This is an optimization exercise on Yosys and OpenROAD, whose aim is small area, a short achievable clock period and few clock cycles, not a production implementation. RTL that was checked went through simulation tests only; none was proved equivalent to the original. No activity file was given, so power comes from the tool's default toggle rates.

## oak
// gt06_fsr
module gt06_fsr (
    input  wire       clk,
    input  wire       rst,         
    input  wire       in_valid,
    input  wire [7:0] in_data,
    output wire       in_ready,
    input  wire [6:0] now_yy,
    input  wire [6:0] now_mo,
    input  wire [6:0] now_dd,
    input  wire [6:0] now_hh,
    input  wire [6:0] now_mi,
    input  wire [6:0] now_ss,
    output reg        out_valid,
    output reg  [7:0] out_data,
    output reg        out_last,
    output reg        out_rsp
);
Size in the first run: ~4,500 cells after synthesis, ~61,000 um2 of cells after synthesis.
export LEC_CHECK = 0
export CAP_MARGIN = 20
export CORE_MARGIN = 2
export CORE_UTILIZATION = 60
export CTS_BUF_LIST = sky130_fd_sc_hd__clkbuf_16
export CTS_CLUSTER_DIAMETER = 60
export CTS_CLUSTER_SIZE = 30
export SLEW_MARGIN = 20
create_clock -name core_clock -period 10.0 [get_ports {clk}]
standard.sh (not shown) runs the stock make flow with config.mk's settings and CLKGATE_MAP_FILE= SYNTH_SCRIPT=/design/flow/synth_recipe.tcl, a recipe that flattens the netlist after the stock synthesis.
==> flow/flow/run.sh <==
#!/bin/bash
# Layout flow: the standard layout (standard.sh), with the input and
# output port buffers made of sky130_fd_sc_hd__buf_4 instead of the default
# (slow) delay-buffer cell. Every port keeps its buffer. Tool output goes to
# run_standard.log here; ORFS keeps its per-step logs under orfs/logs.
set -euo pipefail
export BUFFER_PORTS_ARGS="-buffer_cell sky130_fd_sc_hd__buf_4"
bash standard.sh > run_standard.log 2>&1
The following lists how pine was set up differently from oak:
==> flow/run.sh (new file) <==
#!/bin/bash
# synth_recipe.tcl (not shown) runs the flow's synth.tcl, then flattens the netlist and writes it again
# the make line also repeats each setting of config.mk as NAME=value (left out here)
make -C /OpenROAD-flow-scripts/flow DESIGN_CONFIG=/design/flow/config.mk WORK_HOME=/design/flow/orfs CLKGATE_MAP_FILE= SYNTH_SCRIPT=/design/flow/synth_recipe.tcl finish
removed: flow/flow/run.sh
removed: flow/standard.sh
Notes after the runs:
- pine: full flow OK, the timing, DRC and antenna checks passed
- Total power essentially unchanged between oak and pine.
- Beginning of the critical path: wq_th[3]$_SDFFE_PP0N_ -> oak, in_ready_r$_SDFF_PP1_ -> pine
- When the final numbers for oak and pine were put side by side, the final critical-path required period turned out to be greater in pine.
- pine leaves less setup margin than oak.
- The layout clock buffer count number comes out higher for pine vs oak.
- Between pine and oak, the final-stage net count does not differ in any meaningful way.
- [pine] critical path depth fell 6 relative to oak
No run of this note included a check of the RTL's function; only the layout flow was run.

gt06_fsr, a different RTL version from the one above (not shown whole).
Size: roughly 4400 cells after synthesis, roughly 2400 flip-flops, ~65 I/O pins, roughly 0.060 mm^2 of cells after synthesis.
==> flow/config.mk <==
export PLATFORM = sky130hd
export DESIGN_NAME = gt06_fsr
export DESIGN_NICKNAME = gt06_fsr
export VERILOG_FILES = /design/flow/design.v
export SDC_FILE = /design/flow/constraint.sdc
export NUM_CORES = 4
export LEC_CHECK = 0
export CAP_MARGIN = 20
export CORE_MARGIN = 2
export CORE_UTILIZATION = 65
export CTS_BUF_LIST = sky130_fd_sc_hd__clkbuf_8 sky130_fd_sc_hd__clkbuf_16
export CTS_CLUSTER_DIAMETER = 50
export CTS_CLUSTER_SIZE = 20
export SLEW_MARGIN = 20
==> flow/constraint.sdc <==
create_clock -name core_clock -period 10.0 [get_ports {clk}]
set_input_delay 2.0000 -clock core_clock [delete_from_list [all_inputs] [get_ports {clk}]]
set_output_delay 2.0000 -clock core_clock [all_outputs]
set_load 0.01 [all_outputs]
==> flow/flow/run.sh <==
#!/bin/bash
set -euo pipefail
export BUFFER_PORTS_ARGS="-buffer_cell sky130_fd_sc_hd__buf_4"
export SETUP_SLACK_MARGIN=6.9
export CTS_ARGS="-sink_clustering_enable -repair_clock_nets -buf_list {sky130_fd_sc_hd__clkbuf_8 sky130_fd_sc_hd__clkbuf_16} -root_buf sky130_fd_sc_hd__clkbuf_16 -sink_clustering_size 24 -sink_clustering_max_diameter 60 -sink_clustering_levels 1"
bash standard.sh > run_standard.log 2>&1
The baseline passed the timing, DRC and antenna checks.
Testbench counts at the start, summed over its fixed seeds: cycles 38,273.
Edit:
==> flow/flow/run.sh (replaced) <==
#!/bin/bash
# Layout flow: the standard layout (standard.sh, which runs the standard
# synthesis unchanged and the ORFS steps), with three changes to how the
# layout is optimised. The constraints (constraint.sdc) are not touched.
#  - Port buffers: buffer_ports inserts sky130_fd_sc_hd__buf_4 cells instead
#    of the default (slow) delay-buffer cell. Every port keeps its buffer.
#  - Timing repair aims for a larger setup slack than the 10 ns clock needs.
#  - Clock tree: clkbuf_16 buffers with larger sink clusters (30 sinks,
#    80 um), so fewer clock buffers; all flip-flops get the same tree.
# Tool output goes to run_standard.log here; ORFS also keeps its per-step
# logs under orfs/logs.
set -euo pipefail
export BUFFER_PORTS_ARGS="-buffer_cell sky130_fd_sc_hd__buf_4"
export CTS_ARGS="-sink_clustering_enable -repair_clock_nets -buf_list sky130_fd_sc_hd__clkbuf_16 -sink_clustering_size 30 -sink_clustering_max_diameter 80 -sink_buffer_max_cap_derate 1.0"
bash standard.sh > run_standard.log 2>&1
After rerunning:
- The changed run completed without violations
- global-route usage came out lower by 0.34 points
- clock skew increases by 6.4 ps
- hold slack is better by 18 ps
- worst setup slack degrades by 27 ps
- die area does not change
- critical path depth stays the same
- total power fell by roughly a tenth
- flip-flop and latch count is unchanged
- routed wire length shrinks slightly
- sequential power hardly moves
- synthesized cell count is unchanged
Edit:
--- a/flow/flow/run.sh
+++ b/flow/flow/run.sh
@@ -13,2 +13,3 @@
 export BUFFER_PORTS_ARGS="-buffer_cell sky130_fd_sc_hd__buf_4"
+export SETUP_SLACK_MARGIN=6.9
 export CTS_ARGS="-sink_clustering_enable -repair_clock_nets -buf_list sky130_fd_sc_hd__clkbuf_16 -sink_clustering_size 30 -sink_clustering_max_diameter 80 -sink_buffer_max_cap_derate 1.0"
GPL_ROUTABILITY_DRIVEN = 0   (was unset)
GPL_TIMING_DRIVEN = 0   (was unset)
Effect: The changed run went through all stages and came out clean. Final area is higher by 1.5%. Wire length is higher by 19%. Count of clock-buffer cells in the layout stays the same. Maximum frequency is lower by 2.4%. Power is higher by 1.0%. Hold slack loses 20 ps. Utilization is higher by 1.1 points. Combinational power is higher by 20%. Die area is unchanged. Setup slack loses 79 ps.
Edit:
==> flow/flow/run.sh (replaced) <==
#!/bin/bash
# Layout flow: the standard layout (standard.sh) with two changes to how
# the layout is optimised; the constraints (constraint.sdc) are unchanged.
#  - the input and output port buffers are sky130_fd_sc_hd__buf_4 cells
#    instead of the default delay-buffer cell (every port keeps a buffer);
#  - timing repair aims for a larger setup slack than the 10 ns clock needs.
# Tool output goes to run_standard.log here; ORFS keeps its per-step logs
# under orfs/logs.
set -euo pipefail
export BUFFER_PORTS_ARGS="-buffer_cell sky130_fd_sc_hd__buf_4"
export SETUP_SLACK_MARGIN=6.9
bash standard.sh > run_standard.log 2>&1
CORE_UTILIZATION = 60   (was 65)
CTS_BUF_LIST = sky130_fd_sc_hd__clkbuf_16   (was sky130_fd_sc_hd__clkbuf_8 sky130_fd_sc_hd__clkbuf_16)
CTS_CLUSTER_DIAMETER = 60   (was 50)
CTS_CLUSTER_SIZE = 30   (was 20)
GPL_ROUTABILITY_DRIVEN = unset   (was 0)
GPL_TIMING_DRIVEN = unset   (was 0)
Effect:
- The changed run completed without violations
- worst setup slack gets better by 110 ps
- cell area is higher by a few percent
- routed wire length went down by roughly a tenth
- die area grows by a little under a tenth
- register-to-register slack gains 260 ps
- core utilization went down by 4.0 points
- critical path depth falls by 5
- worst hold slack loses 8.1 ps
- flip-flop and latch count does not change
Edit:
==> flow/flow/run.sh (replaced) <==
#!/bin/bash
set -euo pipefail
export BUFFER_PORTS_ARGS="-buffer_cell sky130_fd_sc_hd__buf_4"
export SETUP_SLACK_MARGIN=6.9
export CTS_ARGS="-sink_clustering_enable -repair_clock_nets -buf_list sky130_fd_sc_hd__clkbuf_16 -sink_clustering_size 30 -sink_clustering_max_diameter 80 -sink_buffer_max_cap_derate 1.0"
bash standard.sh > run_standard.log 2>&1
CORE_UTILIZATION = 75   (was 60)
CTS_BUF_LIST = sky130_fd_sc_hd__clkbuf_8 sky130_fd_sc_hd__clkbuf_16   (was sky130_fd_sc_hd__clkbuf_16)
CTS_CLUSTER_DIAMETER = 50   (was 60)
CTS_CLUSTER_SIZE = 20   (was 30)
- worst setup slack improved by 52 ps
- via count grows by a few percent
- area after synthesis stays the same
- total power shrinks by roughly a tenth
- cell count shrinks by a few percent
- hold slack improved by 13 ps
- design area shrinks by a few percent
Edit:
==> flow/flow/run.sh (replaced) <==
#!/bin/bash
# Layout flow: the standard layout (standard.sh, which runs the standard
# synthesis unchanged and the ORFS steps), with three changes to how the
# layout is optimised. The constraints (constraint.sdc) are not touched.
#  - Port buffers: buffer_ports inserts sky130_fd_sc_hd__buf_4 cells instead
#    of the default (slow) delay-buffer cell. Every port keeps its buffer.
#  - Timing repair aims for a larger setup slack than the 10 ns clock needs.
#  - Clock tree: clkbuf_16 buffers with larger sink clusters (30 sinks,
#    80 um), so fewer clock buffers; all flip-flops get the same tree.
# Tool output goes to run_standard.log here; ORFS also keeps its per-step
# logs under orfs/logs.
set -euo pipefail
export BUFFER_PORTS_ARGS="-buffer_cell sky130_fd_sc_hd__buf_4"
export SETUP_SLACK_MARGIN=6.9
export CTS_ARGS="-sink_clustering_enable -repair_clock_nets -buf_list sky130_fd_sc_hd__clkbuf_16 -sink_clustering_size 32 -sink_clustering_max_diameter 70 -sink_buffer_max_cap_derate 1.0"
bash standard.sh > run_standard.log 2>&1
CORE_UTILIZATION = 65   (was 75)
Sequential share of layout area is lower by 0.64 points.
Worst setup slack is worse by 24 ps.
Routed wire length came out lower by 4.1%.
Fmax shrinks by about 0.8%.
Clock-buffer cell count is higher by 2.
Cell area grows by 0.85%.

gt06_fsr again, from the RTL that the note above started with.
clock: 10.0 ns
lec_check: 0
cap_margin: 20
core_margin: 2
core_utilization: 65
cts_buf_list: sky130_fd_sc_hd__clkbuf_8
cts_cluster_diameter: 45
cts_cluster_size: 16
slew_margin: 20
==> flow/flow/run.sh <==
#!/bin/bash
# Layout flow: the standard layout (standard.sh) with two changes to how
# the layout is optimised; the constraints (constraint.sdc) are unchanged.
#  - the input and output port buffers are sky130_fd_sc_hd__buf_4 cells
#    instead of the default delay-buffer cell (every port keeps a buffer);
#  - timing repair aims for a larger setup slack than the 10 ns clock needs.
# Tool output goes to run_standard.log here; ORFS keeps its per-step logs
# under orfs/logs.
set -euo pipefail
export BUFFER_PORTS_ARGS="-buffer_cell sky130_fd_sc_hd__buf_4"
export SETUP_SLACK_MARGIN=6.9
bash standard.sh > run_standard.log 2>&1
Testbench counts at the start, summed over its fixed seeds: cycles 38,273.
Rerun with:
==> flow/flow/run.sh (replaced) <==
#!/bin/bash
# Layout flow: the standard layout (standard.sh, which runs the standard
# synthesis unchanged and the ORFS steps), with three changes to how the
# layout is optimised. The constraints (constraint.sdc) are not touched.
#  - Port buffers: buffer_ports inserts sky130_fd_sc_hd__buf_4 cells instead
#    of the default (slow) delay-buffer cell. Every port keeps its buffer.
#  - Timing repair aims for a larger setup slack than the 10 ns clock needs.
#  - Clock tree: clkbuf_16 buffers with larger sink clusters (30 sinks,
#    80 um), so fewer clock buffers; all flip-flops get the same tree.
# Tool output goes to run_standard.log here; ORFS also keeps its per-step
# logs under orfs/logs.
set -euo pipefail
export BUFFER_PORTS_ARGS="-buffer_cell sky130_fd_sc_hd__buf_4"
export SETUP_SLACK_MARGIN=6.9
export CTS_ARGS="-sink_clustering_enable -repair_clock_nets -buf_list sky130_fd_sc_hd__clkbuf_16 -sink_clustering_size 30 -sink_clustering_max_diameter 80 -sink_buffer_max_cap_derate 1.0"
bash standard.sh > run_standard.log 2>&1
CORE_UTILIZATION = 55   (was 65)
CTS_BUF_LIST = sky130_fd_sc_hd__clkbuf_8 sky130_fd_sc_hd__clkbuf_16   (was sky130_fd_sc_hd__clkbuf_8)
CTS_CLUSTER_DIAMETER = 50   (was 45)
CTS_CLUSTER_SIZE = 20   (was 16)
- clock skew hardly moves
- sequential power hardly moves
- worst setup slack improved by 0.15 ns
Rerun with:
CORE_UTILIZATION = 65   (was 55)
What happened:
- first-iteration DRC count went up by 16%
- register-to-register slack is better by 0.08 ns
- global-route usage went up by 3.9 points
- power went down by 0.86%
- maximum frequency hardly moves
- hold slack barely changes
- synthesized cell count is unchanged
- flip-flop and latch count does not change
- cell area went down by 0.63%
Rerun with:
==> flow/flow/run.sh (replaced) <==
#!/bin/bash
# Layout flow: the standard layout (standard.sh) with two changes to how
# the layout is optimised; the constraints (constraint.sdc) are unchanged.
#  - the input and output port buffers are sky130_fd_sc_hd__buf_4 cells
#    instead of the default delay-buffer cell (every port keeps a buffer);
#  - timing repair aims for a larger setup slack than the 10 ns clock needs.
# Tool output goes to run_standard.log here; ORFS keeps its per-step logs
# under orfs/logs.
set -euo pipefail
export BUFFER_PORTS_ARGS="-buffer_cell sky130_fd_sc_hd__buf_4"
export SETUP_SLACK_MARGIN=6.9
bash standard.sh > run_standard.log 2>&1
After rerunning: Final cell count increases by 1.9%. Via count came out higher by 1.6%. Design area is higher by 3.2%. Core utilization went up by 2.2 points.

-- separate check: timing with driven ports --
Ports are ideal in the flow. The routed layouts listed here were re-timed in OpenROAD. Step 1, drivers: a clkbuf_16 drives clk and a buf_2 each remaining input, both assumed. Step 2 moves the port delays by t, midway between the first and last clock arrival at a register: inputs arrive t later, outputs are due t later. That takes back most of the time a late clock gives input paths. Slacks: no drivers / after step 1 / after step 2; pairs: no drivers / after step 1.
| run | shift t [ns] | setup WS [ns] | slew at the worst register clock pin (ns) | worst data-port slew with drivers (ns) | cell pins on the clock port's net |
|---|---|---|---|---|---|
| oak | 0.829 | 6.497 / 6.497 / 6.497 | 0.11 / 0.11 | 0.06 | 1 |
| pine | 0.810 | 6.277 / 6.211 / 6.377 | 0.11 / 0.11 | 0.14 | 1 |
| the first run of note 2 | 0.797 | 6.808 / 6.743 / 6.675 | 0.09 / 0.09 | 0.07 | 1 |
| the second run of note 2 | 0.752 | 6.782 / 6.714 / 6.702 | 0.11 / 0.11 | 0.06 | 1 |
| the third run of note 2 | 0.780 | 6.703 / 6.703 / 6.331 | 0.12 / 0.12 | 0.06 | 1 |
| the fourth run of note 2 | 0.822 | 6.808 / 6.740 / 6.677 | 0.10 / 0.10 | 0.08 | 1 |
| the fifth run of note 2 | 0.756 | 6.860 / 6.796 / 6.675 | 0.12 / 0.12 | 0.07 | 1 |
| the sixth run of note 2 | 0.770 | 6.836 / 6.767 / 6.697 | 0.12 / 0.12 | 0.07 | 1 |
| the first run of note 3 | 0.927 | 6.680 / 6.618 / 6.668 | 0.10 / 0.10 | 0.07 | 1 |
| the second run of note 3 | 0.770 | 6.835 / 6.767 / 6.721 | 0.11 / 0.11 | 0.06 | 1 |
| the third run of note 3 | 0.773 | 6.836 / 6.768 / 6.694 | 0.11 / 0.11 | 0.07 | 1 |
| the fourth run of note 3 | 0.803 | 6.828 / 6.760 / 6.680 | 0.08 / 0.08 | 0.07 | 1 |
After both steps every run listed still meets setup and hold. The setup slack of the third run of note 2, which loses most, moves by 0.000 ns with the drivers and by -0.372 ns with both steps.
